From an optimization exercise on the open Yosys and OpenROAD flow, aimed at small area, a short achievable clock period and few clock cycles per item; shortcuts taken in it are not production practice.
Only simulation tests tie the RTL to the original design; equivalence was not proved.

## design/flow/run.sh

```bash
#!/bin/bash
# synth_recipe.tcl (not shown) runs the flow's synth.tcl, then flattens the netlist and writes it again
# the make line also repeats each setting of config.mk as NAME=value (left out here)
make -C /OpenROAD-flow-scripts/flow DESIGN_CONFIG=/design/flow/config.mk WORK_HOME=/design/flow/orfs CLKGATE_MAP_FILE= SYNTH_SCRIPT=/design/flow/synth_recipe.tcl finish
```

## design/flow/config.mk

```make
export PLATFORM = sky130hd
export DESIGN_NAME = cfimu_update
export DESIGN_NICKNAME = cfimu_update
export VERILOG_FILES = /design/flow/design.v
export SDC_FILE = /design/flow/constraint.sdc
export NUM_CORES = 4
export LEC_CHECK = 0
export CAP_MARGIN = 20
export CELL_PAD_IN_SITES_DETAIL_PLACEMENT = 1
export CELL_PAD_IN_SITES_GLOBAL_PLACEMENT = 2
export CORE_MARGIN = 2
export CORE_UTILIZATION = 25
export PLACE_DENSITY = 0.4
export SLEW_MARGIN = 20
```

## design/flow/constraint.sdc

```tcl
create_clock -name core_clock -period 28.0 [get_ports {clk}]
set_input_delay 5.6000 -clock core_clock [delete_from_list [all_inputs] [get_ports {clk}]]
set_output_delay 5.6000 -clock core_clock [all_outputs]
set_load 0.01 [all_outputs]
```

## design/flow/design.v

```verilog
module fp_add (
    input  wire [31:0] a,
    input  wire [31:0] b,
    output reg  [31:0] y
);
    function [4:0] clz27(input [26:0] v);
        integer i;
        reg found;
        begin
            clz27 = 5'd27;
            found = 1'b0;
            for (i = 26; i >= 0; i = i - 1)
                if (!found && v[i]) begin
                    clz27 = 5'd26 - i[4:0];
                    found = 1'b1;
                end
        end
    endfunction
    wire       a_inf = (a[30:23] == 8'hFF) && (a[22:0] == 0);
    wire       b_inf = (b[30:23] == 8'hFF) && (b[22:0] == 0);
    wire       a_nan = (a[30:23] == 8'hFF) && (a[22:0] != 0);
    wire       b_nan = (b[30:23] == 8'hFF) && (b[22:0] != 0);
    wire       swap = (b[30:0] > a[30:0]);
    wire [31:0] x = swap ? b : a;
    wire [31:0] z = swap ? a : b;
    wire [7:0]  ex = (x[30:23] == 0) ? 8'd1 : x[30:23];
    wire [7:0]  ez = (z[30:23] == 0) ? 8'd1 : z[30:23];
    wire [23:0] mx = {x[30:23] != 0, x[22:0]};
    wire [23:0] mz = {z[30:23] != 0, z[22:0]};
    wire [7:0]  d  = ex - ez;
    wire        sub = x[31] ^ z[31];
    reg  [26:0] zs;       
    reg  [27:0] s;        
    reg  [26:0] n;        
    reg  [4:0]  lz;
    reg  [4:0]  sh;
    reg  [9:0]  e;
    reg  [24:0] mr;
    reg         up;
    reg  [49:0] wide;
    always @* begin
        wide = {mz, 26'b0} >> d;
        if (d > 8'd26)
            zs = {26'b0, mz != 0};
        else
            zs = {wide[49:24], wide[23:0] != 0};
        if (sub) s = {1'b0, mx, 3'b0} - {1'b0, zs};
        else     s = {1'b0, mx, 3'b0} + {1'b0, zs};
        e = {2'b0, ex};
        lz = clz27(s[26:0]);
        sh = 5'd0;
        if (s[27]) begin
            n = {s[27:2], s[1] | s[0]};
            e = e + 10'd1;
        end else begin
            sh = (e - 10'd1 < {5'b0, lz}) ? e[4:0] - 5'd1 : lz;
            n = s[26:0] << sh;
            e = e - {5'b0, sh};
        end
        up = n[2] & (n[1] | n[0] | n[3]);
        mr = {1'b0, n[26:3]} + {24'b0, up};
        if (mr[24]) begin
            mr = mr >> 1;
            e = e + 10'd1;
        end
        if (a_nan || b_nan || (a_inf && b_inf && (a[31] != b[31])))
            y = 32'h7FC00000;
        else if (a_inf)
            y = a;
        else if (b_inf)
            y = b;
        else if (s == 0)
            y = {(a[31] & b[31]), 31'b0};
        else if (e >= 10'd255)
            y = {x[31], 8'hFF, 23'b0};
        else
            y = {x[31], (mr[23] ? e[7:0] : 8'd0), mr[22:0]};
    end
endmodule
module fp_mul (
    input  wire        clk,
    input  wire        rst,
    input  wire        go,
    input  wire        adv,
    input  wire [31:0] a,
    input  wire [31:0] b,
    output wire        ok,
    output wire [31:0] y
);
    wire        sign  = a[31] ^ b[31];
    wire [7:0]  ea    = a[30:23];
    wire [7:0]  eb    = b[30:23];
    wire        a_z   = (a[30:0] == 0);
    wire        b_z   = (b[30:0] == 0);
    wire        a_sp  = (ea == 8'hFF);
    wire        b_sp  = (eb == 8'hFF);
    wire        a_nan = a_sp && (a[22:0] != 0);
    wire        b_nan = b_sp && (b[22:0] != 0);
    wire [23:0] ma = {ea != 0, a[22:0]};
    wire [23:0] mb = {eb != 0, b[22:0]};
    wire [47:0] p  = ma * mb;
    wire [9:0]  es   = {2'b0, ea} + {2'b0, eb};
    wire        fast = (ea != 0) && (eb != 0) && (es >= 10'd128);
    wire        hi   = p[47];
    wire [23:0] m24  = hi ? p[47:24] : p[46:23];
    wire        g    = hi ? p[23] : p[22];
    wire        s    = hi ? (p[22:0] != 0) : (p[21:0] != 0);
    wire [9:0]  E    = es - 10'd127 + {9'b0, hi};
    wire        up   = g & (s | m24[0]);
    wire [30:0] rf   = {E[7:0], m24[22:0]} + {30'b0, up};
    reg  [31:0] yf;
    always @* begin
        if (a_nan || b_nan || (a_sp && b_z) || (b_sp && a_z))
            yf = 32'h7FC00000;
        else if (a_sp || b_sp)
            yf = {sign, 8'hFF, 23'b0};
        else if (a_z || b_z)
            yf = {sign, 31'b0};
        else if (E >= 10'd255)
            yf = {sign, 8'hFF, 23'b0};
        else
            yf = {sign, rf};
    end
    wire special = a_sp || b_sp || a_z || b_z;
    wire need_slow = !special && !fast;
    reg         sbusy;
    reg  [47:0] sp;
    reg  [10:0] se;         
    reg         sst;
    wire        se_neg = se[10];
    wire        sl   = !sp[47] && !se_neg && (se > 11'd1);
    wire        sr   = se_neg || (se == 11'd0);
    wire        sfin = sbusy && !sl && !sr;
    wire [7:0]  sfld = sp[47] ? se[7:0] : 8'd0;
    wire        sup  = sp[23] & ((sp[22:0] != 0) | sst | sp[24]);
    wire [30:0] rs   = {sfld, sp[46:24]} + {30'b0, sup};
    wire [31:0] ys   = (!se_neg && se >= 11'd255) ? {sign, 8'hFF, 23'b0} : {sign, rs};
    assign ok = !need_slow || sfin;
    assign y  = sbusy ? ys : yf;
    always @(posedge clk) begin
        if (rst) begin
            sbusy <= 1'b0;
        end else if (sbusy) begin
            if (sfin) begin
                if (adv) sbusy <= 1'b0;
            end else if (sl) begin
                sp <= {sp[46:0], 1'b0};
                se <= se - 11'd1;
            end else if (se_neg && se < 11'h7E2) begin    
                sst <= sst | (sp != 0);
                sp  <= 48'b0;
                se  <= 11'd1;
            end else begin
                sst <= sst | sp[0];
                sp  <= {1'b0, sp[47:1]};
                se  <= se + 11'd1;
            end
        end else if (go && need_slow) begin
            sbusy <= 1'b1;
            sp    <= p;
            se    <= {1'b0, es} - 11'd126 + {10'b0, ea == 0} + {10'b0, eb == 0};
            sst   <= 1'b0;
        end
    end
endmodule
module fp_div (
    input  wire        clk,
    input  wire        ld,         
    input  wire        fin,
    input  wire        en,         
    input  wire [63:0] d,
    input  wire [6:0]  lz,
    output reg  [31:0] dt
);
    localparam [14:0] DEN = 15'd15625;
    localparam NS = 8;
    reg [13:0] rem;
    reg [26:0] qd;
    reg [6:0]  ex;
    wire [63:0] n  = d << lz[5:0];
    wire [63:0] lowmask = 64'h0000007FFFFFFFFF >> lz[5:0];
    wire        sticky  = (d & lowmask) != 0;
    wire        up = n[39] & (sticky | n[40]);
    wire [24:0] m  = {1'b0, n[63:40]} + {24'b0, up};
    wire [23:0] mx = m[24] ? 24'h800000 : m[23:0];
    wire [6:0]  e0 = m[24] ? 7'd64 - lz : 7'd63 - lz;
    reg [13:0] r [0:NS];
    reg [26:0] q [0:NS];
    reg [14:0] t;
    integer k;
    always @* begin
        r[0] = ld ? {1'b0, mx[23:11]} : rem;
        q[0] = ld ? {mx[10:0], 16'b0} : qd;
        for (k = 0; k < NS; k = k + 1) begin
            t = {r[k], q[k][26]};
            if (t >= DEN) begin
                r[k+1] = t - DEN;
                q[k+1] = {q[k][25:0], 1'b1};
            end else begin
                r[k+1] = t[13:0];
                q[k+1] = {q[k][25:0], 1'b0};
            end
        end
    end
    wire [13:0] rf = ld ? r[4] : r[8];
    wire [26:0] qf = ld ? q[4] : q[8];
    wire [13:0] rl  = r[7];
    wire [26:0] ql  = q[7];
    wire        hi  = ql[26];
    wire [23:0] mq  = hi ? ql[26:3] : ql[25:2];
    wire        g   = hi ? ql[2] : ql[1];
    wire        st  = (hi ? (ql[1] | ql[0]) : ql[0]) | (rl != 0);
    wire        rup = g & (st | mq[0]);
    wire [24:0] mr  = {1'b0, mq} + {24'b0, rup};
    wire [7:0]  eb  = {1'b0, ex} + (hi ? 8'd108 : 8'd107) + {7'b0, mr[24]};
    always @(posedge clk) begin
        if (en) begin
            rem <= rf;
            qd  <= qf;
            if (ld)
                ex <= e0;
            if (fin)
                dt <= {1'b0, eb, mr[24] ? 23'b0 : mr[22:0]};
        end
    end
endmodule
module fp_sqrt (
    input  wire        clk,
    input  wire        ld,
    input  wire        step,
    input  wire [31:0] a,
    output wire [31:0] y
);
    localparam N0 = 9;
    localparam NS = 4;
    reg [13:0] rad;        
    reg [25:0] rem;
    reg [24:0] root;
    reg [7:0]  e;
    reg        zero;
    wire        odd = ~a[23];
    wire [23:0] m0  = {1'b1, a[22:0]};
    wire [31:0] r0  = odd ? {m0, 8'b0} : {1'b0, m0, 7'b0};
    wire [7:0]  eb  = {1'b0, a[30:24]} + 8'd63 + {7'b0, a[23]};
    wire [N0:0]   lrem [0:N0];
    wire [N0-1:0] lroot [0:N0];
    assign lrem[0]  = 0;
    assign lroot[0] = 0;
    genvar j;
    generate
        for (j = 0; j < N0; j = j + 1) begin : g_first
            sq_step #(.K(j)) u_s (.rem(lrem[j][j:0]), .root(lroot[j][(j > 0 ? j - 1 : 0):0]),
                                  .rb(r0[31 - 2*j -: 2]),
                                  .rem_o(lrem[j+1][j+1:0]), .root_o(lroot[j+1][j:0]));
            if (j + 2 <= N0) begin : g_pad_r
                assign lrem[j+1][N0:j+2] = 0;
            end
            if (j + 1 <= N0 - 1) begin : g_pad_q
                assign lroot[j+1][N0-1:j+1] = 0;
            end
        end
    endgenerate
    reg [13:0] sr [0:NS];
    reg [25:0] sm [0:NS];
    reg [24:0] sq [0:NS];
    reg [27:0] trial, sub;
    integer k;
    always @* begin
        sr[0] = rad;
        sm[0] = rem;
        sq[0] = root;
        for (k = 0; k < NS; k = k + 1) begin
            trial = {sm[k], sr[k][13:12]};
            sub   = {1'b0, sq[k], 2'b01};
            sr[k+1] = {sr[k][11:0], 2'b00};
            if (trial >= sub) begin
                sm[k+1] = trial - sub;
                sq[k+1] = {sq[k][23:0], 1'b1};
            end else begin
                sm[k+1] = trial[25:0];
                sq[k+1] = {sq[k][23:0], 1'b0};
            end
        end
    end
    always @(posedge clk) begin
        if (ld) begin
            rad  <= r0[31 - 2*N0 -: 14];
            rem  <= {{(25-N0){1'b0}}, lrem[N0]};
            root <= {{(25-N0){1'b0}}, lroot[N0]};
            e    <= eb;
            zero <= (a[30:23] == 8'd0);
        end else if (step) begin
            rad  <= sr[NS];
            rem  <= sm[NS];
            root <= sq[NS];
        end
    end
    wire [25:0] nm = sm[NS];
    wire [24:0] nq = sq[NS];
    wire        up = nq[0] & ((nm != 0) | nq[1]);
    wire [24:0] mr = {1'b0, nq[24:1]} + {24'b0, up};
    assign y = zero ? 32'b0 : (mr[24] ? {1'b0, e + 8'd1, 23'b0} : {1'b0, e, mr[22:0]});
endmodule
module sq_step #(
    parameter K = 0
) (
    input  wire [K:0]   rem,
    input  wire [(K > 0 ? K - 1 : 0):0] root,
    input  wire [1:0]   rb,
    output wire [K+1:0] rem_o,
    output wire [K:0]   root_o
);
    wire [K+2:0] trial = {rem, rb};
    wire [K+2:0] sub   = (K > 0) ? {1'b0, root, 2'b01} : {{K+2{1'b0}}, 1'b1};
    wire         ge    = (trial >= sub);
    wire [K+2:0] diff  = trial - sub;
    assign rem_o  = ge ? diff[K+1:0] : trial[K+1:0];
    assign root_o = (K > 0) ? {root, ge} : ge;
endmodule
module fp_wrap (
    input  wire        clk,
    input  wire        rst,
    input  wire        go,
    input  wire        adv,        
    input  wire        lim90,      
    input  wire [31:0] a,
    output wire        ok,
    output wire [31:0] y
);
    localparam [30:0] L180_BITS = 31'h43340000;
    localparam [30:0] L90_BITS  = 31'h42B40000;
    localparam [26:0] MOD180 = 27'd360 << 17;
    localparam [26:0] MOD90  = 27'd180 << 17;
    function [4:0] clz26(input [25:0] v);
        integer i;
        reg found;
        begin
            clz26 = 5'd26;
            found = 1'b0;
            for (i = 25; i >= 0; i = i - 1)
                if (!found && v[i]) begin
                    clz26 = 5'd25 - i[4:0];
                    found = 1'b1;
                end
        end
    endfunction
    function [26:0] dr(input [26:0] r, input [26:0] m);
        reg [27:0] d2;
        begin
            d2 = {r, 1'b0};
            dr = (d2 >= {1'b0, m}) ? d2 - {1'b0, m} : d2[26:0];
        end
    endfunction
    reg        wbusy;
    reg [26:0] rem_r;
    reg [7:0]  st_r;
    wire [26:0] modv     = lim90 ? MOD90 : MOD180;
    wire [30:0] lim_bits = lim90 ? L90_BITS : L180_BITS;
    wire        in_range = (a[30:0] <= lim_bits);
    wire [26:0] rem_s = wbusy ? rem_r : {3'b0, 1'b1, a[22:0]};
    wire [7:0]  st_s  = wbusy ? st_r  : a[30:23] - 8'd133;
    wire [26:0] s1    = (st_s != 0) ? dr(rem_s, modv) : rem_s;
    wire [26:0] s2    = (st_s > 8'd1) ? dr(s1, modv) : s1;
    wire        fin   = (st_s <= 8'd2);
    wire [26:0] half = {1'b0, modv[26:1]};
    wire        low  = (s2 <= half);
    wire [26:0] mag  = low ? s2 : modv - s2;
    wire        rneg = low ? a[31] : ~a[31];
    wire [4:0]  lz   = clz26(mag[25:0]);
    wire [25:0] nm   = mag[25:0] << lz;
    wire [7:0]  ef   = 8'd135 - {3'b0, lz};
    wire [31:0] yw   = (mag == 0) ? 32'b0 : {rneg, ef, nm[24:2]};
    wire pass = !wbusy && in_range;
    assign ok = pass || fin;
    assign y  = pass ? a : yw;
    always @(posedge clk) begin
        if (rst) begin
            wbusy <= 1'b0;
        end else if (wbusy) begin
            if (fin) begin
                if (adv) wbusy <= 1'b0;
            end else begin
                rem_r <= s2;
                st_r  <= st_s - 8'd2;
            end
        end else if (go && !ok) begin
            wbusy <= 1'b1;
            rem_r <= s2;
            st_r  <= st_s - 8'd2;
        end
    end
endmodule
module cfimu_update #(
    parameter [63:0] TIME_HZ = 64'd1000000
) (
    input  wire        clk,
    input  wire        rst,
    input  wire        start,
    input  wire        load,
    input  wire [31:0] ld_roll,
    input  wire [31:0] ld_pitch,
    input  wire [31:0] ld_yaw,
    input  wire [31:0] ld_bias,
    input  wire [31:0] acc_roll,
    input  wire [31:0] acc_pitch,
    input  wire [31:0] ax,
    input  wire [31:0] ay,
    input  wire [31:0] az,
    input  wire [31:0] gx,
    input  wire [31:0] gy,
    input  wire [31:0] gz,
    input  wire [63:0] t_now,
    input  wire [31:0] alpha,
    input  wire [31:0] beta,
    input  wire [31:0] acc_th,
    input  wire [31:0] gz_th,
    output reg         busy,
    output reg         done,
    output reg  [31:0] roll,
    output reg  [31:0] pitch,
    output reg  [31:0] yaw,
    output reg  [31:0] bias,
    output reg  [63:0] t_last,
    output reg         t_valid
);
    localparam [31:0] ONE  = 32'h3F800000;
    localparam [31:0] MONE = 32'hBF800000;
    function [6:0] clz64(input [63:0] v);
        integer i;
        reg found;
        begin
            clz64 = 7'd64;
            found = 1'b0;
            for (i = 63; i >= 0; i = i - 1)
                if (!found && v[i]) begin
                    clz64 = 7'd63 - i[6:0];
                    found = 1'b1;
                end
        end
    endfunction
    function [31:0] neg(input [31:0] x);
        neg = {~x[31], x[30:0]};
    endfunction
    function flt(input [31:0] x, input [31:0] y);
        begin
            if (x[30:0] == 0 && y[30:0] == 0)
                flt = 1'b0;
            else if (x[31] != y[31])
                flt = x[31];
            else if (!x[31])
                flt = x[30:0] < y[30:0];
            else
                flt = x[30:0] > y[30:0];
        end
    endfunction
    reg  [3:0]  st;           
    reg         dtpos;
    reg  [6:0]  dlz;          
    reg  [31:0] aa0, ab0, aa1, ab1, ma, mb;
    reg         msel_dt;
    reg  [31:0] wi;
    reg         wlim;
    reg  [31:0] t1, t2, t3, t4, t5;
    wire [31:0] add0_y, add1_y, mul_y, wrap_y, dt, mag;
    wire        wrap_ok, mul_ok;
    fp_add u_add0 (.a(aa0), .b(ab0), .y(add0_y));
    fp_add u_add1 (.a(aa1), .b(ab1), .y(add1_y));
    wire adv;
    wire mgo = (st != 4'd0) && (st != 4'd13);
    fp_mul u_mul  (.clk(clk), .rst(rst), .go(mgo), .adv(adv), .a(ma), .b(msel_dt ? dt : mb),
                   .ok(mul_ok), .y(mul_y));
    wire wgo = (st == 4'd8) || (st == 4'd9) || (st == 4'd12) || (st == 4'd13);
    fp_wrap u_wrap (.clk(clk), .rst(rst), .go(wgo), .adv(adv), .lim90(wlim), .a(wi),
                    .ok(wrap_ok), .y(wrap_y));
    assign adv = !(wgo && !wrap_ok) && !(mgo && !mul_ok);
    wire [63:0] d = t_now - t_last;
    fp_div u_div (.clk(clk), .ld(st == 4'd1), .fin(st == 4'd4),
                  .en(adv && (st == 4'd1 || st == 4'd2 || st == 4'd3 || st == 4'd4)),
                  .d(t_last), .lz(dlz), .dt(dt));
    fp_sqrt u_sqrt (.clk(clk), .ld(adv && st == 4'd5),
                            .step(adv && (st == 4'd6 || st == 4'd7 || st == 4'd8 || st == 4'd9)),
                            .a(t4), .y(mag));
    wire stat = flt({1'b0, t4[30:0]}, acc_th) && flt({1'b0, gz[30:0]}, gz_th);
    always @(posedge clk) begin
        if (rst) begin
            st      <= 4'd0;
            busy    <= 1'b0;
            done    <= 1'b0;
            roll    <= 32'b0;
            pitch   <= 32'b0;
            yaw     <= 32'b0;
            bias    <= 32'b0;
            t_last  <= 64'b0;
            t_valid <= 1'b0;
            msel_dt <= 1'b0;
        end else begin
            done <= 1'b0;
            if (adv && st != 4'd0)
                st <= (st == 4'd13) ? 4'd0 : st + 4'd1;
            if (st == 4'd0 || adv) case (st)
                4'd0: begin
                    if (load) begin
                        roll  <= ld_roll;
                        pitch <= ld_pitch;
                        yaw   <= ld_yaw;
                        bias  <= ld_bias;
                    end else if (start) begin
                        busy   <= 1'b1;
                        st     <= 4'd1;
                        t_last <= d;
                        dlz    <= clz64(d);
                        dtpos  <= t_valid && !d[63] && (d != 64'd0);
                        ma     <= ax;
                        mb     <= ax;
                        aa0    <= ONE;
                        ab0    <= neg(alpha);
                    end
                end
                4'd1: begin    
                    t1  <= add0_y;
                    aa1 <= mul_y;
                    ma  <= ay;
                    mb  <= ay;
                end
                4'd2: begin    
                    ab1 <= mul_y;
                    ma  <= az;
                    mb  <= az;
                    aa0 <= ONE;
                    ab0 <= neg(beta);
                end
                4'd3: begin    
                    ma  <= add0_y;
                    mb  <= bias;
                    aa1 <= add1_y;
                    ab1 <= mul_y;
                end
                4'd4: begin    
                    t2      <= mul_y;
                    t4      <= add1_y;
                    aa1     <= gz;
                    ab1     <= neg(bias);
                    ma      <= gx;
                    msel_dt <= 1'b1;
                end
                4'd5: begin    
                    t5  <= add1_y;
                    aa0 <= roll;
                    ab0 <= mul_y;
                    ma  <= {gy[31] ^ (az[31] && (az[30:0] != 0)), gy[30:0]};
                end
                4'd6: begin    
                    if (dtpos) aa0 <= add0_y;
                    ab0     <= neg(acc_roll);
                    aa1     <= pitch;
                    ab1     <= mul_y;
                    ma      <= beta;
                    mb      <= gz;
                    msel_dt <= 1'b0;
                end
                4'd7: begin    
                    wi   <= add0_y;
                    wlim <= 1'b0;
                    aa0  <= t2;
                    ab0  <= mul_y;
                    if (dtpos) aa1 <= add1_y;
                    ab1  <= neg(acc_pitch);
                    ma   <= t1;
                    mb   <= acc_roll;
                end
                4'd8: begin    
                    aa0  <= acc_roll;
                    ab0  <= wrap_y;
                    t3   <= add0_y;
                    t2   <= mul_y;
                    wi   <= add1_y;
                    wlim <= 1'b1;
                    ma   <= t1;
                    mb   <= acc_pitch;
                end
                4'd9: begin    
                    ma  <= add0_y;
                    mb  <= alpha;
                    t1  <= mul_y;
                    aa0 <= mag;
                    ab0 <= MONE;
                    aa1 <= acc_pitch;
                    ab1 <= wrap_y;
                end
                4'd10: begin   
                    t4   <= add0_y;
                    aa0  <= mul_y;
                    ab0  <= t2;
                    ma   <= add1_y;
                    mb   <= alpha;
                    aa1  <= gz;
                    ab1  <= neg(t3);
                end
                4'd11: begin   
                    bias    <= stat ? t3 : bias;
                    wi      <= add0_y;
                    wlim    <= 1'b0;
                    aa1     <= mul_y;
                    ab1     <= t1;
                    ma      <= stat ? add1_y : t5;
                    msel_dt <= 1'b1;
                end
                4'd12: begin   
                    roll    <= wrap_y;
                    wi      <= add1_y;
                    wlim    <= 1'b1;
                    aa0     <= yaw;
                    ab0     <= mul_y;
                    msel_dt <= 1'b0;
                end
                4'd13: begin   
                    pitch   <= wrap_y;
                    if (dtpos) yaw <= add0_y;
                    t_last  <= t_now;
                    t_valid <= 1'b1;
                    busy    <= 1'b0;
                    done    <= 1'b1;
                end
                default: ;
            endcase
        end
    end
endmodule
```

==> results by group, run 1 <==
GRT
  • GRT Resource Usage Total: 0.3446
  • Total grt overflow: 0
  • Vias in the first global route: 121,385
  • Largest net degree at the start of global routing: 129
  • Initial antenna violation count: 136
  • First-pass GRT wire length: 1,083,000 um

Final layout
  • Area delta synth->final: 18.63%
  • Final-layout fill cell count: 52,965
  • Largest register by flop count: t_last
  • Register area: 22,740 sq um
  • Layout cell share with drive strength beyond 1: 0.08127
  • Biggest regs: t_last (64), u_mul.sp (48)
  • Area of the multi-input gates: 82,870 sq um
  • Most frequent cells in the layout: 1,692 x nand2_1, 1,216 x nor2_1, 1,163 x inv_1, 905 x a21oi_1, 772 x clkdlybuf4s50_1
  • Nets: 16,426
  • Max reg flops: 64
  • Commonest non-fill, non-tap cell in the layout: nand2_1
  • Finished Core Util: 0.2973

Clock network
  • Setup Buffers After CTS: 0
  • Num CTS Buffers: 125
  • # resized after CTS: 0
  • Sink Count: 835
  • Root Driver: clkbuf_16
  • H-tree level count: 3
  • CTS tree: built
  • Hold_buf cts: 0
  • Clock slew at reported path FFs: 70 ps
  • Worst-case clock buffer depth: 4
  • Worst skew pair latency: 1000 ps

Setup path
  • Worst path bufs/invs: 5
  • Top delay family on crit path: compound AO/OA/AOI/OAI gates
  • Cell mode on critical path: a21oi_1
  • RR Startpoint: aa0[26]
  • Slowest stage cell, crit path: a21oi_1
  • Crit path kind: register to register
  • Worst setup startpoint: aa0[26]
  • Startpoint type of the worst setup path: register
  • Crit path max fanout: 86
  • CP endpoint kind: register
  • Data arrival, critical path: 23,590 ps
  • Largest stage delay on the critical path: 1010 ps
  • Critical path required time: 28,690 ps

Route
  • Avg Vias per Cell: 5.865
  • Final WL: 808,700 um
  • Initial DRC count: 13,091
  • Drt drc: 0
  • Drt pass-1 iters: 12
  • Vias after detailed routing: 121,792
  • Detail Route Antenna Nets: 0
  • Average routed wire per standard cell: 38.95 um

Die
  • CORE AREA: 448,200 sq um
  • Row cnt: 246
  • Initial Util: 0.2506
  • Die Area: 454,600 sq um
  • Chip width: 674.2 um
  • I/O Pins: 775
  • Die Span Y: 674.2 um

Synthesis
  • Syn. warnings: 14
  • Post-synthesis average cell area: 7.977 sq um
  • Post-synth ARST share: 0
  • Most used DFF post-synth: edfxtp_1
  • Post-Syn Instances: 14,077
  • Flops & latches, synth: 835
  • Mapped Area: 112,300 sq um
  • Post-synthesis sequential area ratio: 0.2024
  • EDFF count, synth: 601
  • Synth unique cells: 142

STA
  • Slew margin rel.: 0.1180
  • Worst Tran Pin Value: 1323 ps
  • Fmax: 0.04368 GHz
  • Final hold violation count: 0
  • Unrepaired setup endpoints after global routing: no
  • Pins Over Slew Limit: 0
  • Final worst path period need: 22,890 ps
  • Final worst path period share: 0.8176
  • Final Skew: 109.5 ps
  • Setup TNS: 0 ps
  • Final setup violation count: 0
  • WHS: 456.1 ps

Job
  • Max-Cap Viols: 0

Placed design
  • Port Buf Inserts: 774
  • Final HPWL DP: 659,000 um
  • Gp weighted congestion: 1.008

Worst hold path
  • Beginning of the worst hold path: u_sqrt.root[11]
  • Hold WC Path Type: register to register

Run status
  • Status: complete, no violations
-- worst reg2reg max path: cells and delay by family, from the launching register on --
| family | cells | cell delay (ps) |
|---|---|---|
| XOR/XNOR | 1 | 90 |
| adder cells (fa/ha/maj) | 5 | 1760 |
| AO/OA/AOI/OAI | 39 | 10790 |
| AND/OR/NAND/NOR | 23 | 7770 |
| buffers and inverters | 5 | 1510 |
| flip-flops | 1 | 670 |
-- worst paths after layout --
check / endpoint / slack (ps) / cells after the start
hold reg to reg: u_sqrt.root[11] / 460 / 2
setup reg to reg: ma[22] / 5110 / 73
setup / recovery: ma[22] / 5110 / 73
hold / removal: u_sqrt.root[11] / 460 / 2
-- cell families (layout without fill, tap and decap cells) --
logic type      count (synthesis)  after routing  share of synthesized area
simple gates                 5024           5024                     0.2100
compound gates               3725           3725                     0.2273
buf+inv                      1967           2613                    0.06965
fa+ha+maj                    1223           1223                     0.1694
flops                         835            835                     0.2024
mux                           686            686                    0.07288
xor+xnor                      616            616                    0.04831
other cells                     1             91                 0.00003339
-- per-stage QoR --
step | cell area, sq um | setup WS, ps | instances
2_1_floorplan | 112300 | 8266 | 14083
5_1_grt | 133100 | 3344 | 20704
3_3_place_gp | 128200 | 6212 | 20423
4_1_cts | 132800 | 5844 | 20667
6_report | 133200 | 5106 | 20765
3_5_place_dp | 128300 | 6010 | 20434
-- routing by layer --
metal | wire length, um | GRT usage | vias to the layer above | share of wire
met3 | 55070 | 0.06805 | 1453 | 0.068
met4 | 63330 | 0.2310 | 40 | 0.078
met1 | 326100 | 0.4212 | 62757 | 0.40
li1 | - | - | 52271 | -
met2 | 363900 | 0.5481 | 5271 | 0.45
met5 | 264 | 0 | - | 0.00033
-- area by class of cell --
class,instances,area share
diodes,84,0.001578
clock buffers,144,0.02471
clock inverters,89,0.008575
inverters,1174,0.03310
multi-input cells,11281,0.6221
flip-flops and latches,835,0.1707
well taps,5952,0.05590
repair buffers,1206,0.08334
-- cells in the mapped netlist, types with 66 or more instances --
cell,count,area share
nand2_1,1701,0.057
nor2_1,1240,0.041
inv_1,1164,0.039
a21oi_1,918,0.041
ha_1,728,0.081
clkbuf_1,662,0.022
o21ai_0,627,0.028
edfxtp_1,601,0.16
fa_1,495,0.088
mux2i_1,448,0.040
nand3_1,426,0.019
xnor2_1,408,0.032
nor3_1,298,0.013
dfxtp_1,234,0.042
and2_1,205,0.011
xor2_1,204,0.016
nor2b_1,198,0.011
a211oi_1,192,0.013
a21o_1,167,0.011
and3_1,157,0.0087
nor4_1,156,0.0087
a22oi_1,155,0.010
nand4_1,151,0.0084
mux2_2,143,0.014
nand2b_1,141,0.0079
a31oi_1,139,0.0077
a222oi_1,132,0.012
a221oi_1,125,0.0097
o31ai_1,109,0.0073
o211ai_1,108,0.0072
or3_1,100,0.0056
o21a_1,97,0.0065
o21bai_1,94,0.0063
o22ai_1,90,0.0050
mux4_2,78,0.016
a2111oi_0,75,0.0058
a22o_1,74,0.0058
o2111ai_1,71,0.0055
or2_2,68,0.0038
buf_1,66,0.0022
Testbench counts, summed over its fixed seeds: cycles 33,614, updates 2,400.
==> inputs of run 2 (changes only) <==
--- a/design/flow/design.v
+++ b/design/flow/design.v
@@ -3,15 +3,15 @@
     input  wire [31:0] b,
     output reg  [31:0] y
 );
-    function [4:0] clz27(input [26:0] v);
+    function [4:0] clz25(input [24:0] v);
         integer i;
         reg found;
         begin
-            clz27 = 5'd27;
+            clz25 = 5'd25;
             found = 1'b0;
-            for (i = 26; i >= 0; i = i - 1)
+            for (i = 24; i >= 0; i = i - 1)
                 if (!found && v[i]) begin
-                    clz27 = 5'd26 - i[4:0];
+                    clz25 = 5'd24 - i[4:0];
                     found = 1'b1;
                 end
         end
@@ -20,61 +20,87 @@
     wire       b_inf = (b[30:23] == 8'hFF) && (b[22:0] == 0);
     wire       a_nan = (a[30:23] == 8'hFF) && (a[22:0] != 0);
     wire       b_nan = (b[30:23] == 8'hFF) && (b[22:0] != 0);
-    wire       swap = (b[30:0] > a[30:0]);
-    wire [31:0] x = swap ? b : a;
-    wire [31:0] z = swap ? a : b;
-    wire [7:0]  ex = (x[30:23] == 0) ? 8'd1 : x[30:23];
-    wire [7:0]  ez = (z[30:23] == 0) ? 8'd1 : z[30:23];
-    wire [23:0] mx = {x[30:23] != 0, x[22:0]};
-    wire [23:0] mz = {z[30:23] != 0, z[22:0]};
-    wire [7:0]  d  = ex - ez;
-    wire        sub = x[31] ^ z[31];
-    reg  [26:0] zs;       
-    reg  [27:0] s;        
-    reg  [26:0] n;        
-    reg  [4:0]  lz;
-    reg  [4:0]  sh;
-    reg  [9:0]  e;
+    wire [7:0]  ea = (a[30:23] == 0) ? 8'd1 : a[30:23];
+    wire [7:0]  eb = (b[30:23] == 0) ? 8'd1 : b[30:23];
+    wire [23:0] ma = {a[30:23] != 0, a[22:0]};
+    wire [23:0] mb = {b[30:23] != 0, b[22:0]};
+    wire [8:0]  dab = {1'b0, ea} - {1'b0, eb};
+    wire [8:0]  dba = {1'b0, eb} - {1'b0, ea};
+    wire        age = !dab[8];                  
+    wire        sub = a[31] ^ b[31];
+    wire        zero_sign = a[31] & b[31];
+    wire        e0  = (dab == 9'd0);
+    wire        ap1 = (dab == 9'd1);
+    wire        bp1 = (dba == 9'd1);
+    wire [24:0] np  = {ma, 1'b0} - (ap1 ? {1'b0, mb} : {mb, 1'b0});
+    wire [24:0] nq  = {mb, 1'b0} - (bp1 ? {1'b0, ma} : {ma, 1'b0});
+    wire        bneg = e0 ? (mb > ma) : !age;           
+    wire [24:0] nd  = bneg ? nq : np;
+    wire [7:0]  nex = age ? ea : eb;
+    wire        nsg = bneg ? b[31] : a[31];
+    wire [4:0]  nlz = clz25(nd);
+    wire [7:0]  nlim = nex - 8'd1;
+    wire [4:0]  nsh = ({3'b0, nlz} > nlim) ? nlim[4:0] : nlz;
+    wire [24:0] nn  = nd << nsh;
+    wire [7:0]  nfe = nn[24] ? nex - {3'b0, nsh} : 8'd0;
+    wire [31:0] near_y = (nd == 0) ? {zero_sign, 31'b0} : {nsg, nfe, nn[23:1]};
+    wire        use_near = sub && (e0 || ((ap1 || bp1) && !nd[24]));
+    wire [7:0]  ex = age ? ea : eb;
+    wire [23:0] mx = age ? ma : mb;
+    wire [23:0] mz = age ? mb : ma;
+    wire [8:0]  d  = age ? dab : dba;
+    wire        xs = age ? a[31] : b[31];
+    reg  [26:0] zs;
+    reg  [27:0] s;
+    reg  [26:0] n;
+    reg  [8:0]  e;
     reg  [24:0] mr;
     reg         up;
-    reg  [49:0] wide;
+    reg  [25:0] al;
+    wire [25:0] lowm = ((26'd1 << d[4:0]) - 26'd1) >> 2;
+    reg  [31:0] far_y;
     always @* begin
-        wide = {mz, 26'b0} >> d;
-        if (d > 8'd26)
+        al = {mz, 2'b0} >> d[4:0];
+        if (d > 9'd26)
             zs = {26'b0, mz != 0};
         else
-            zs = {wide[49:24], wide[23:0] != 0};
+            zs = {al, (mz & lowm[23:0]) != 0};
         if (sub) s = {1'b0, mx, 3'b0} - {1'b0, zs};
         else     s = {1'b0, mx, 3'b0} + {1'b0, zs};
-        e = {2'b0, ex};
-        lz = clz27(s[26:0]);
-        sh = 5'd0;
+        e = {1'b0, ex};
         if (s[27]) begin
             n = {s[27:2], s[1] | s[0]};
-            e = e + 10'd1;
+            e = e + 9'd1;
+        end else if (!s[26] && sub) begin
+            n = {s[25:0], 1'b0};
+            e = e - 9'd1;
         end else begin
-            sh = (e - 10'd1 < {5'b0, lz}) ? e[4:0] - 5'd1 : lz;
-            n = s[26:0] << sh;
-            e = e - {5'b0, sh};
+            n = s[26:0];
         end
         up = n[2] & (n[1] | n[0] | n[3]);
         mr = {1'b0, n[26:3]} + {24'b0, up};
         if (mr[24]) begin
             mr = mr >> 1;
-            e = e + 10'd1;
+            e = e + 9'd1;
         end
+        if (s == 0)
+            far_y = {zero_sign, 31'b0};
+        else if (e >= 9'd255)
+            far_y = {xs, 8'hFF, 23'b0};
+        else
+            far_y = {xs, (mr[23] ? e[7:0] : 8'd0), mr[22:0]};
+    end
+    always @* begin
         if (a_nan || b_nan || (a_inf && b_inf && (a[31] != b[31])))
             y = 32'h7FC00000;
         else if (a_inf)
             y = a;
         else if (b_inf)
             y = b;
-        else if (s == 0)
-            y = {(a[31] & b[31]), 31'b0};
-        else if (e >= 10'd255)
-            y = {x[31], 8'hFF, 23'b0};
+        else if (use_near)
+            y = near_y;
         else
-            y = {x[31], (mr[23] ? e[7:0] : 8'd0), mr[22:0]};
+            y = far_y;
     end
 endmodule
 module fp_mul (
@@ -173,7 +199,7 @@
     output reg  [31:0] dt
 );
     localparam [14:0] DEN = 15'd15625;
-    localparam NS = 8;
+    localparam NS = 4;
     reg [13:0] rem;
     reg [26:0] qd;
     reg [6:0]  ex;
@@ -186,26 +212,41 @@
     wire [6:0]  e0 = m[24] ? 7'd64 - lz : 7'd63 - lz;
     reg [13:0] r [0:NS];
     reg [26:0] q [0:NS];
-    reg [14:0] t;
+    reg [15:0] t;
+    reg [14:0] t2;
+    reg [13:0] rl;
+    reg [26:0] ql;
     integer k;
     always @* begin
         r[0] = ld ? {1'b0, mx[23:11]} : rem;
         q[0] = ld ? {mx[10:0], 16'b0} : qd;
         for (k = 0; k < NS; k = k + 1) begin
-            t = {r[k], q[k][26]};
-            if (t >= DEN) begin
+            t = {r[k], q[k][26:25]};
+            if (t >= 3 * DEN) begin
+                r[k+1] = t - 3 * DEN;
+                q[k+1] = {q[k][24:0], 2'd3};
+            end else if (t >= 2 * DEN) begin
+                r[k+1] = t - 2 * DEN;
+                q[k+1] = {q[k][24:0], 2'd2};
+            end else if (t >= DEN) begin
                 r[k+1] = t - DEN;
-                q[k+1] = {q[k][25:0], 1'b1};
+                q[k+1] = {q[k][24:0], 2'd1};
             end else begin
                 r[k+1] = t[13:0];
-                q[k+1] = {q[k][25:0], 1'b0};
+                q[k+1] = {q[k][24:0], 2'd0};
             end
         end
+        t2 = {r[3], q[3][26]};
+        if (t2 >= DEN) begin
+            rl = t2 - DEN;
+            ql = {q[3][25:0], 1'b1};
+        end else begin
+            rl = t2[13:0];
+            ql = {q[3][25:0], 1'b0};
+        end
     end
-    wire [13:0] rf = ld ? r[4] : r[8];
-    wire [26:0] qf = ld ? q[4] : q[8];
-    wire [13:0] rl  = r[7];
-    wire [26:0] ql  = q[7];
+    wire [13:0] rf = ld ? r[2] : r[4];
+    wire [26:0] qf = ld ? q[2] : q[4];
     wire        hi  = ql[26];
     wire [23:0] mq  = hi ? ql[26:3] : ql[25:2];
     wire        g   = hi ? ql[2] : ql[1];
@@ -244,11 +285,14 @@
     wire [7:0]  eb  = {1'b0, a[30:24]} + 8'd63 + {7'b0, a[23]};
     wire [N0:0]   lrem [0:N0];
     wire [N0-1:0] lroot [0:N0];
-    assign lrem[0]  = 0;
-    assign lroot[0] = 0;
+    wire [3:0]    troot;
+    wire [4:0]    trem;
+    sq_top4 u_top (.v(r0[31:24]), .root(troot), .rem(trem));
+    assign lrem[4]  = {{(N0-4){1'b0}}, trem};
+    assign lroot[4] = {{(N0-4){1'b0}}, troot};
     genvar j;
     generate
-        for (j = 0; j < N0; j = j + 1) begin : g_first
+        for (j = 4; j < N0; j = j + 1) begin : g_first
             sq_step #(.K(j)) u_s (.rem(lrem[j][j:0]), .root(lroot[j][(j > 0 ? j - 1 : 0):0]),
                                   .rb(r0[31 - 2*j -: 2]),
                                   .rem_o(lrem[j+1][j+1:0]), .root_o(lroot[j+1][j:0]));
@@ -290,15 +334,15 @@
             e    <= eb;
             zero <= (a[30:23] == 8'd0);
         end else if (step) begin
-            rad  <= sr[NS];
-            rem  <= sm[NS];
-            root <= sq[NS];
+            rad  <= sr[4];
+            rem  <= sm[4];
+            root <= sq[4];
         end
     end
-    wire [25:0] nm = sm[NS];
-    wire [24:0] nq = sq[NS];
-    wire        up = nq[0] & ((nm != 0) | nq[1]);
-    wire [24:0] mr = {1'b0, nq[24:1]} + {24'b0, up};
+    wire [25:0] nm = sm[3];
+    wire [23:0] nq = sq[3][23:0];
+    wire        up = ({1'b0, nm} > {3'b0, nq});
+    wire [24:0] mr = {1'b0, nq} + {24'b0, up};
     assign y = zero ? 32'b0 : (mr[24] ? {1'b0, e + 8'd1, 23'b0} : {1'b0, e, mr[22:0]});
 endmodule
 module sq_step #(
@@ -317,6 +361,273 @@
     assign rem_o  = ge ? diff[K+1:0] : trial[K+1:0];
     assign root_o = (K > 0) ? {root, ge} : ge;
 endmodule
+module sq_top4 (
+    input  wire [7:0] v,
+    output reg  [3:0] root,
+    output reg  [4:0] rem
+);
+    always @* begin
+        case (v)
+            8'd0: begin root = 4'd0; rem = 5'd0; end
+            8'd1: begin root = 4'd1; rem = 5'd0; end
+            8'd2: begin root = 4'd1; rem = 5'd1; end
+            8'd3: begin root = 4'd1; rem = 5'd2; end
+            8'd4: begin root = 4'd2; rem = 5'd0; end
+            8'd5: begin root = 4'd2; rem = 5'd1; end
+            8'd6: begin root = 4'd2; rem = 5'd2; end
+            8'd7: begin root = 4'd2; rem = 5'd3; end
+            8'd8: begin root = 4'd2; rem = 5'd4; end
+            8'd9: begin root = 4'd3; rem = 5'd0; end
+            8'd10: begin root = 4'd3; rem = 5'd1; end
+            8'd11: begin root = 4'd3; rem = 5'd2; end
+            8'd12: begin root = 4'd3; rem = 5'd3; end
+            8'd13: begin root = 4'd3; rem = 5'd4; end
+            8'd14: begin root = 4'd3; rem = 5'd5; end
+            8'd15: begin root = 4'd3; rem = 5'd6; end
+            8'd16: begin root = 4'd4; rem = 5'd0; end
+            8'd17: begin root = 4'd4; rem = 5'd1; end
+            8'd18: begin root = 4'd4; rem = 5'd2; end
+            8'd19: begin root = 4'd4; rem = 5'd3; end
+            8'd20: begin root = 4'd4; rem = 5'd4; end
+            8'd21: begin root = 4'd4; rem = 5'd5; end
+            8'd22: begin root = 4'd4; rem = 5'd6; end
+            8'd23: begin root = 4'd4; rem = 5'd7; end
+            8'd24: begin root = 4'd4; rem = 5'd8; end
+            8'd25: begin root = 4'd5; rem = 5'd0; end
+            8'd26: begin root = 4'd5; rem = 5'd1; end
+            8'd27: begin root = 4'd5; rem = 5'd2; end
+            8'd28: begin root = 4'd5; rem = 5'd3; end
+            8'd29: begin root = 4'd5; rem = 5'd4; end
+            8'd30: begin root = 4'd5; rem = 5'd5; end
+            8'd31: begin root = 4'd5; rem = 5'd6; end
+            8'd32: begin root = 4'd5; rem = 5'd7; end
+            8'd33: begin root = 4'd5; rem = 5'd8; end
+            8'd34: begin root = 4'd5; rem = 5'd9; end
+            8'd35: begin root = 4'd5; rem = 5'd10; end
+            8'd36: begin root = 4'd6; rem = 5'd0; end
+            8'd37: begin root = 4'd6; rem = 5'd1; end
+            8'd38: begin root = 4'd6; rem = 5'd2; end
+            8'd39: begin root = 4'd6; rem = 5'd3; end
+            8'd40: begin root = 4'd6; rem = 5'd4; end
+            8'd41: begin root = 4'd6; rem = 5'd5; end
+            8'd42: begin root = 4'd6; rem = 5'd6; end
+            8'd43: begin root = 4'd6; rem = 5'd7; end
+            8'd44: begin root = 4'd6; rem = 5'd8; end
+            8'd45: begin root = 4'd6; rem = 5'd9; end
+            8'd46: begin root = 4'd6; rem = 5'd10; end
+            8'd47: begin root = 4'd6; rem = 5'd11; end
+            8'd48: begin root = 4'd6; rem = 5'd12; end
+            8'd49: begin root = 4'd7; rem = 5'd0; end
+            8'd50: begin root = 4'd7; rem = 5'd1; end
+            8'd51: begin root = 4'd7; rem = 5'd2; end
+            8'd52: begin root = 4'd7; rem = 5'd3; end
+            8'd53: begin root = 4'd7; rem = 5'd4; end
+            8'd54: begin root = 4'd7; rem = 5'd5; end
+            8'd55: begin root = 4'd7; rem = 5'd6; end
+            8'd56: begin root = 4'd7; rem = 5'd7; end
+            8'd57: begin root = 4'd7; rem = 5'd8; end
+            8'd58: begin root = 4'd7; rem = 5'd9; end
+            8'd59: begin root = 4'd7; rem = 5'd10; end
+            8'd60: begin root = 4'd7; rem = 5'd11; end
+            8'd61: begin root = 4'd7; rem = 5'd12; end
+            8'd62: begin root = 4'd7; rem = 5'd13; end
+            8'd63: begin root = 4'd7; rem = 5'd14; end
+            8'd64: begin root = 4'd8; rem = 5'd0; end
+            8'd65: begin root = 4'd8; rem = 5'd1; end
+            8'd66: begin root = 4'd8; rem = 5'd2; end
+            8'd67: begin root = 4'd8; rem = 5'd3; end
+            8'd68: begin root = 4'd8; rem = 5'd4; end
+            8'd69: begin root = 4'd8; rem = 5'd5; end
+            8'd70: begin root = 4'd8; rem = 5'd6; end
+            8'd71: begin root = 4'd8; rem = 5'd7; end
+            8'd72: begin root = 4'd8; rem = 5'd8; end
+            8'd73: begin root = 4'd8; rem = 5'd9; end
+            8'd74: begin root = 4'd8; rem = 5'd10; end
+            8'd75: begin root = 4'd8; rem = 5'd11; end
+            8'd76: begin root = 4'd8; rem = 5'd12; end
+            8'd77: begin root = 4'd8; rem = 5'd13; end
+            8'd78: begin root = 4'd8; rem = 5'd14; end
+            8'd79: begin root = 4'd8; rem = 5'd15; end
+            8'd80: begin root = 4'd8; rem = 5'd16; end
+            8'd81: begin root = 4'd9; rem = 5'd0; end
+            8'd82: begin root = 4'd9; rem = 5'd1; end
+            8'd83: begin root = 4'd9; rem = 5'd2; end
+            8'd84: begin root = 4'd9; rem = 5'd3; end
+            8'd85: begin root = 4'd9; rem = 5'd4; end
+            8'd86: begin root = 4'd9; rem = 5'd5; end
+            8'd87: begin root = 4'd9; rem = 5'd6; end
+            8'd88: begin root = 4'd9; rem = 5'd7; end
+            8'd89: begin root = 4'd9; rem = 5'd8; end
+            8'd90: begin root = 4'd9; rem = 5'd9; end
+            8'd91: begin root = 4'd9; rem = 5'd10; end
+            8'd92: begin root = 4'd9; rem = 5'd11; end
+            8'd93: begin root = 4'd9; rem = 5'd12; end
+            8'd94: begin root = 4'd9; rem = 5'd13; end
+            8'd95: begin root = 4'd9; rem = 5'd14; end
+            8'd96: begin root = 4'd9; rem = 5'd15; end
+            8'd97: begin root = 4'd9; rem = 5'd16; end
+            8'd98: begin root = 4'd9; rem = 5'd17; end
+            8'd99: begin root = 4'd9; rem = 5'd18; end
+            8'd100: begin root = 4'd10; rem = 5'd0; end
+            8'd101: begin root = 4'd10; rem = 5'd1; end
+            8'd102: begin root = 4'd10; rem = 5'd2; end
+            8'd103: begin root = 4'd10; rem = 5'd3; end
+            8'd104: begin root = 4'd10; rem = 5'd4; end
+            8'd105: begin root = 4'd10; rem = 5'd5; end
+            8'd106: begin root = 4'd10; rem = 5'd6; end
+            8'd107: begin root = 4'd10; rem = 5'd7; end
+            8'd108: begin root = 4'd10; rem = 5'd8; end
+            8'd109: begin root = 4'd10; rem = 5'd9; end
+            8'd110: begin root = 4'd10; rem = 5'd10; end
+            8'd111: begin root = 4'd10; rem = 5'd11; end
+            8'd112: begin root = 4'd10; rem = 5'd12; end
+            8'd113: begin root = 4'd10; rem = 5'd13; end
+            8'd114: begin root = 4'd10; rem = 5'd14; end
+            8'd115: begin root = 4'd10; rem = 5'd15; end
+            8'd116: begin root = 4'd10; rem = 5'd16; end
+            8'd117: begin root = 4'd10; rem = 5'd17; end
+            8'd118: begin root = 4'd10; rem = 5'd18; end
+            8'd119: begin root = 4'd10; rem = 5'd19; end
+            8'd120: begin root = 4'd10; rem = 5'd20; end
+            8'd121: begin root = 4'd11; rem = 5'd0; end
+            8'd122: begin root = 4'd11; rem = 5'd1; end
+            8'd123: begin root = 4'd11; rem = 5'd2; end
+            8'd124: begin root = 4'd11; rem = 5'd3; end
+            8'd125: begin root = 4'd11; rem = 5'd4; end
+            8'd126: begin root = 4'd11; rem = 5'd5; end
+            8'd127: begin root = 4'd11; rem = 5'd6; end
+            8'd128: begin root = 4'd11; rem = 5'd7; end
+            8'd129: begin root = 4'd11; rem = 5'd8; end
+            8'd130: begin root = 4'd11; rem = 5'd9; end
+            8'd131: begin root = 4'd11; rem = 5'd10; end
+            8'd132: begin root = 4'd11; rem = 5'd11; end
+            8'd133: begin root = 4'd11; rem = 5'd12; end
+            8'd134: begin root = 4'd11; rem = 5'd13; end
+            8'd135: begin root = 4'd11; rem = 5'd14; end
+            8'd136: begin root = 4'd11; rem = 5'd15; end
+            8'd137: begin root = 4'd11; rem = 5'd16; end
+            8'd138: begin root = 4'd11; rem = 5'd17; end
+            8'd139: begin root = 4'd11; rem = 5'd18; end
+            8'd140: begin root = 4'd11; rem = 5'd19; end
+            8'd141: begin root = 4'd11; rem = 5'd20; end
+            8'd142: begin root = 4'd11; rem = 5'd21; end
+            8'd143: begin root = 4'd11; rem = 5'd22; end
+            8'd144: begin root = 4'd12; rem = 5'd0; end
+            8'd145: begin root = 4'd12; rem = 5'd1; end
+            8'd146: begin root = 4'd12; rem = 5'd2; end
+            8'd147: begin root = 4'd12; rem = 5'd3; end
+            8'd148: begin root = 4'd12; rem = 5'd4; end
+            8'd149: begin root = 4'd12; rem = 5'd5; end
+            8'd150: begin root = 4'd12; rem = 5'd6; end
+            8'd151: begin root = 4'd12; rem = 5'd7; end
+            8'd152: begin root = 4'd12; rem = 5'd8; end
+            8'd153: begin root = 4'd12; rem = 5'd9; end
+            8'd154: begin root = 4'd12; rem = 5'd10; end
+            8'd155: begin root = 4'd12; rem = 5'd11; end
+            8'd156: begin root = 4'd12; rem = 5'd12; end
+            8'd157: begin root = 4'd12; rem = 5'd13; end
+            8'd158: begin root = 4'd12; rem = 5'd14; end
+            8'd159: begin root = 4'd12; rem = 5'd15; end
+            8'd160: begin root = 4'd12; rem = 5'd16; end
+            8'd161: begin root = 4'd12; rem = 5'd17; end
+            8'd162: begin root = 4'd12; rem = 5'd18; end
+            8'd163: begin root = 4'd12; rem = 5'd19; end
+            8'd164: begin root = 4'd12; rem = 5'd20; end
+            8'd165: begin root = 4'd12; rem = 5'd21; end
+            8'd166: begin root = 4'd12; rem = 5'd22; end
+            8'd167: begin root = 4'd12; rem = 5'd23; end
+            8'd168: begin root = 4'd12; rem = 5'd24; end
+            8'd169: begin root = 4'd13; rem = 5'd0; end
+            8'd170: begin root = 4'd13; rem = 5'd1; end
+            8'd171: begin root = 4'd13; rem = 5'd2; end
+            8'd172: begin root = 4'd13; rem = 5'd3; end
+            8'd173: begin root = 4'd13; rem = 5'd4; end
+            8'd174: begin root = 4'd13; rem = 5'd5; end
+            8'd175: begin root = 4'd13; rem = 5'd6; end
+            8'd176: begin root = 4'd13; rem = 5'd7; end
+            8'd177: begin root = 4'd13; rem = 5'd8; end
+            8'd178: begin root = 4'd13; rem = 5'd9; end
+            8'd179: begin root = 4'd13; rem = 5'd10; end
+            8'd180: begin root = 4'd13; rem = 5'd11; end
+            8'd181: begin root = 4'd13; rem = 5'd12; end
+            8'd182: begin root = 4'd13; rem = 5'd13; end
+            8'd183: begin root = 4'd13; rem = 5'd14; end
+            8'd184: begin root = 4'd13; rem = 5'd15; end
+            8'd185: begin root = 4'd13; rem = 5'd16; end
+            8'd186: begin root = 4'd13; rem = 5'd17; end
+            8'd187: begin root = 4'd13; rem = 5'd18; end
+            8'd188: begin root = 4'd13; rem = 5'd19; end
+            8'd189: begin root = 4'd13; rem = 5'd20; end
+            8'd190: begin root = 4'd13; rem = 5'd21; end
+            8'd191: begin root = 4'd13; rem = 5'd22; end
+            8'd192: begin root = 4'd13; rem = 5'd23; end
+            8'd193: begin root = 4'd13; rem = 5'd24; end
+            8'd194: begin root = 4'd13; rem = 5'd25; end
+            8'd195: begin root = 4'd13; rem = 5'd26; end
+            8'd196: begin root = 4'd14; rem = 5'd0; end
+            8'd197: begin root = 4'd14; rem = 5'd1; end
+            8'd198: begin root = 4'd14; rem = 5'd2; end
+            8'd199: begin root = 4'd14; rem = 5'd3; end
+            8'd200: begin root = 4'd14; rem = 5'd4; end
+            8'd201: begin root = 4'd14; rem = 5'd5; end
+            8'd202: begin root = 4'd14; rem = 5'd6; end
+            8'd203: begin root = 4'd14; rem = 5'd7; end
+            8'd204: begin root = 4'd14; rem = 5'd8; end
+            8'd205: begin root = 4'd14; rem = 5'd9; end
+            8'd206: begin root = 4'd14; rem = 5'd10; end
+            8'd207: begin root = 4'd14; rem = 5'd11; end
+            8'd208: begin root = 4'd14; rem = 5'd12; end
+            8'd209: begin root = 4'd14; rem = 5'd13; end
+            8'd210: begin root = 4'd14; rem = 5'd14; end
+            8'd211: begin root = 4'd14; rem = 5'd15; end
+            8'd212: begin root = 4'd14; rem = 5'd16; end
+            8'd213: begin root = 4'd14; rem = 5'd17; end
+            8'd214: begin root = 4'd14; rem = 5'd18; end
+            8'd215: begin root = 4'd14; rem = 5'd19; end
+            8'd216: begin root = 4'd14; rem = 5'd20; end
+            8'd217: begin root = 4'd14; rem = 5'd21; end
+            8'd218: begin root = 4'd14; rem = 5'd22; end
+            8'd219: begin root = 4'd14; rem = 5'd23; end
+            8'd220: begin root = 4'd14; rem = 5'd24; end
+            8'd221: begin root = 4'd14; rem = 5'd25; end
+            8'd222: begin root = 4'd14; rem = 5'd26; end
+            8'd223: begin root = 4'd14; rem = 5'd27; end
+            8'd224: begin root = 4'd14; rem = 5'd28; end
+            8'd225: begin root = 4'd15; rem = 5'd0; end
+            8'd226: begin root = 4'd15; rem = 5'd1; end
+            8'd227: begin root = 4'd15; rem = 5'd2; end
+            8'd228: begin root = 4'd15; rem = 5'd3; end
+            8'd229: begin root = 4'd15; rem = 5'd4; end
+            8'd230: begin root = 4'd15; rem = 5'd5; end
+            8'd231: begin root = 4'd15; rem = 5'd6; end
+            8'd232: begin root = 4'd15; rem = 5'd7; end
+            8'd233: begin root = 4'd15; rem = 5'd8; end
+            8'd234: begin root = 4'd15; rem = 5'd9; end
+            8'd235: begin root = 4'd15; rem = 5'd10; end
+            8'd236: begin root = 4'd15; rem = 5'd11; end
+            8'd237: begin root = 4'd15; rem = 5'd12; end
+            8'd238: begin root = 4'd15; rem = 5'd13; end
+            8'd239: begin root = 4'd15; rem = 5'd14; end
+            8'd240: begin root = 4'd15; rem = 5'd15; end
+            8'd241: begin root = 4'd15; rem = 5'd16; end
+            8'd242: begin root = 4'd15; rem = 5'd17; end
+            8'd243: begin root = 4'd15; rem = 5'd18; end
+            8'd244: begin root = 4'd15; rem = 5'd19; end
+            8'd245: begin root = 4'd15; rem = 5'd20; end
+            8'd246: begin root = 4'd15; rem = 5'd21; end
+            8'd247: begin root = 4'd15; rem = 5'd22; end
+            8'd248: begin root = 4'd15; rem = 5'd23; end
+            8'd249: begin root = 4'd15; rem = 5'd24; end
+            8'd250: begin root = 4'd15; rem = 5'd25; end
+            8'd251: begin root = 4'd15; rem = 5'd26; end
+            8'd252: begin root = 4'd15; rem = 5'd27; end
+            8'd253: begin root = 4'd15; rem = 5'd28; end
+            8'd254: begin root = 4'd15; rem = 5'd29; end
+            8'd255: begin root = 4'd15; rem = 5'd30; end
+            default: begin root = 4'd0; rem = 5'd0; end
+        endcase
+    end
+endmodule
 module fp_wrap (
     input  wire        clk,
     input  wire        rst,
==> results by group, run 2 <==
GRT
  • Grt peak-use layer: met2
  • First-pass GRT wire length: 1,157,000 um (+6.8%)
  • Initial antenna violation count: 174 (+28%)
  • GR Util met1: 0.4557 (+0.03449)
  • Met3 Use GR: 0.07708 (+0.009030)
  • GRT Resource Usage Total: 0.3469 (+0.002288)
  • Vias in the first global route: 129,319 (+6.5%)
  • Total grt overflow: 0 (unchanged)
  • Largest net degree at the start of global routing: 105 (-19%)
  • Met2 Track Usage GR: 0.5175 (-0.03061)

STA
  • Worst Tran Pin Value: 1360 ps (+37.41 ps)
  • Final worst path period need: 18,770 ps (-4123 ps)
  • Final worst path period share: 0.6704 (-0.1473)
  • Unrepaired setup endpoints after global routing: no
  • Fmax: 0.05328 GHz (+22%)
  • Pins Over Slew Limit: 0 (unchanged)
  • Final Skew: 67.56 ps (-41.97 ps)
  • Final hold violation count: 0 (unchanged)
  • Setup TNS: 0 ps (unchanged)
  • Slew margin rel.: 0.08494 (-0.03308)
  • Final setup violation count: 0 (unchanged)

Synthesis
  • Most area-consuming cells after synthesis: edfxtp_1 15%, ha_1 8.8%, fa_1 8.4%
  • EDFF count, synth: 601 (unchanged)
  • Flops & latches, synth: 835 (unchanged)
  • Syn. warnings: 15 (+1)
  • Mapped Area: 118,800 sq um (+5.8%)
  • Synth cell count leaders: 1,732 x nand2_1, 1,291 x nor2_1, 1,273 x inv_1, 1,012 x a21oi_1, 837 x ha_1
  • Synth unique cells: 142 (unchanged)
  • Post-synthesis average cell area: 7.921 sq um (-0.71%)
  • Post-Syn Instances: 15,001 (+6.6%)
  • Post-synthesis sequential area ratio: 0.1913 (-0.01111)
  • Most used DFF post-synth: edfxtp_1
  • Synth area leader: edfxtp_1
  • Top cell type's share of synthesized area: 0.1519 (-0.008824)
  • Leading cell type by number of instances after synthesis: nand2_1
  • Post-synth ARST share: 0 (unchanged)

Die
  • Row cnt: 253 (+2.8%)
  • Die Area: 480,800 sq um (+5.8%)
  • Die Span Y: 693.4 um (+2.8%)
  • CORE AREA: 474,200 sq um (+5.8%)
  • I/O Pins: 775 (unchanged)
  • Initial Util: 0.2506 (about the same)
  • Chip width: 693.4 um (+2.8%)

Route
  • Average routed wire per standard cell: 39.42 um (+1.2%)
  • Detail Route Antenna Nets: 0 (unchanged)
  • Drt pass-1 iters: 13 (+1)
  • Drt drc: 0 (unchanged)
  • Vias after detailed routing: 130,823 (+7.4%)
  • Avg Vias per Cell: 5.955 (+1.5%)
  • Initial DRC count: 15,016 (+15%)
  • Final WL: 866,000 um (+7.1%)

Placed design
  • Gp weighted congestion: 1.012 (+0.37%)
  • Final HPWL DP: 711,900 um (+8.0%)
  • Port Buf Inserts: 774 (unchanged)

Final layout
  • Commonest non-fill, non-tap cell in the layout: nand2_1
  • Nets: 17,453 (+6.3%)
  • Most frequent cells in the layout: 1,722 x nand2_1, 1,273 x inv_1, 1,266 x nor2_1, 1,002 x a21oi_1, 837 x ha_1
  • Layout cell share with drive strength beyond 1: 0.07823 (-0.003036)
  • Area delta synth->final: 17.50%
  • Area of the multi-input gates: 88,790 sq um (+7.1%)
  • Max reg flops: 64 (unchanged)
  • Register area: 22,740 sq um (unchanged)
  • Biggest regs: t_last (64), u_mul.sp (48)
  • Largest register by flop count: t_last
  • Final-layout fill cell count: 56,008 (+5.7%)

Clock network
  • CTS tree: built
  • Num CTS Buffers: 110 (-12%)
  • Worst skew pair latency: 850 ps (-150 ps)
  • # resized after CTS: 0 (unchanged)
  • Clock slew at reported path FFs: 70 ps (about the same)
  • Sink Count: 835 (unchanged)
  • Setup Buffers After CTS: 0 (unchanged)
  • Worst-case clock buffer depth: 3 (-1)
  • Hold_buf cts: 0 (unchanged)
  • Root Driver: clkbuf_16
  • H-tree level count: 3 (unchanged)

Worst hold path
  • Hold WC Path Type: register to register

Job
  • Max-Cap Viols: 0 (unchanged)

Setup path
  • Slowest stage cell, crit path: a21boi_0
  • Top delay family on crit path: compound AO/OA/AOI/OAI gates
  • Worst path bufs/invs: 5 (unchanged)
  • Crit path max fanout: 49 (-43%)
  • Cell mode on critical path: o21ai_0
  • Startpoint type of the worst setup path: register
  • Data arrival, critical path: 19,420 ps (-4170 ps)
  • CP endpoint kind: register
  • Crit path kind: register to register
  • Largest stage delay on the critical path: 600 ps (-410 ps)
  • Critical path required time: 28,650 ps (-40 ps)

Run status
  • Status: complete, no violations
==> run 2: changes by cell type after synthesis, moves of 72 or more <==
cell / before / now
a21oi_1: 918 / 1012
ha_1: 728 / 837
o21ai_0: 627 / 731
mux2i_1: 448 / 520
inv_1: 1164 / 1273
==> run 2: routing by layer <==
metal  up-vias  wire length [um]
met3      1381             70910
met2      6190            365500
met5         -               359
met1     67467            368500
met4        56             60750
li1      55729                 -
==> run 2: area by class of cell <==
| cell class | instances | area share |
|---|---|---|
| multi-input cells | 12043 | 0.6360 |
| flip-flops and latches | 835 | 0.1629 |
| repair buffers | 1252 | 0.08154 |
| well taps | 6247 | 0.05598 |
| inverters | 1294 | 0.03479 |
| clock buffers | 121 | 0.02046 |
| clock inverters | 88 | 0.006829 |
| diodes | 87 | 0.001559 |
==> run 2: cells by family (layout without fill, tap and decap cells) <==
kind of cell	count (synthesis)	after routing	synth area share
flip-flops	835	835	0.1913
buffers and inverters	2127	2755	0.06911
other	1	92	0.00003156
XOR/XNOR	674	674	0.04987
AO/OA/AOI/OAI	4156	4156	0.2391
multiplexers	770	770	0.07650
adder cells (fa/ha/maj)	1343	1343	0.1729
AND/OR/NAND/NOR	5095	5095	0.2012
==> run 2: path summary, 6_finish.rpt <==
check	startpoint	to	slack, ps	cells past startpoint
min reg2reg	u_sqrt.root[10]	u_sqrt.root[10]	480	2
max reg2reg	u_sqrt.root[0]	aa0[5]	9230	66
max	u_sqrt.root[0]	aa0[5]	9230	66
min	u_sqrt.root[10]	u_sqrt.root[10]	480	2
==> run 2: tightest hold or removal path: cells and delay by family, from the launching register on <==
family             cells  cell delay, ps
AOI/OAI and AO/OA      1              60
DFF                    1             330
and+or+nand+nor        1              60
==> run 2: per-stage QoR <==
step	hold slack [ps]	utilization	cell area (sq um)	std cells	setup WS [ps]
after floorplan	429.1	-	118800	15005	14510
after global placement	463.1	0.2856	135400	21663	9630
after detailed placement	472.0	0.2858	135500	21667	9790
after CTS	481.2	0.2938	139300	21876	9633
after global routing	524.5	0.2941	139500	21906	8211
final	485.0	0.2944	139600	21967	9230
Testbench counts of run 2, summed over its fixed seeds: cycles 33,614, updates 2,400.

[port drivers added, routing unchanged]
No port has a modelled driver above. Below, the same layouts with a new extraction and two added sets of constraints.
Step 1, drivers: a clkbuf_16 drives clk and a buf_2 each remaining input, both assumed.
Step 2 moves the port delays by t, midway between the first and last clock arrival at a register: inputs arrive t later, outputs are due t later. That takes back most of the time a late clock gives input paths.
a / b / c = no drivers / after step 1 / after step 2; a / b = the first two.
run | t (ns) | slack for setup (ns) | latest minus earliest clock arrival (ns) | slew at the worst register clock pin (ns)
run 1 | 1.078 | 5.106 / 5.106 / 5.106 | 0.113 / 0.112 | 0.08 / 0.08
run 2 | 0.929 | 9.230 / 9.230 / 9.230 | 0.071 / 0.071 | 0.08 / 0.08
After both steps every run listed still meets setup and hold.
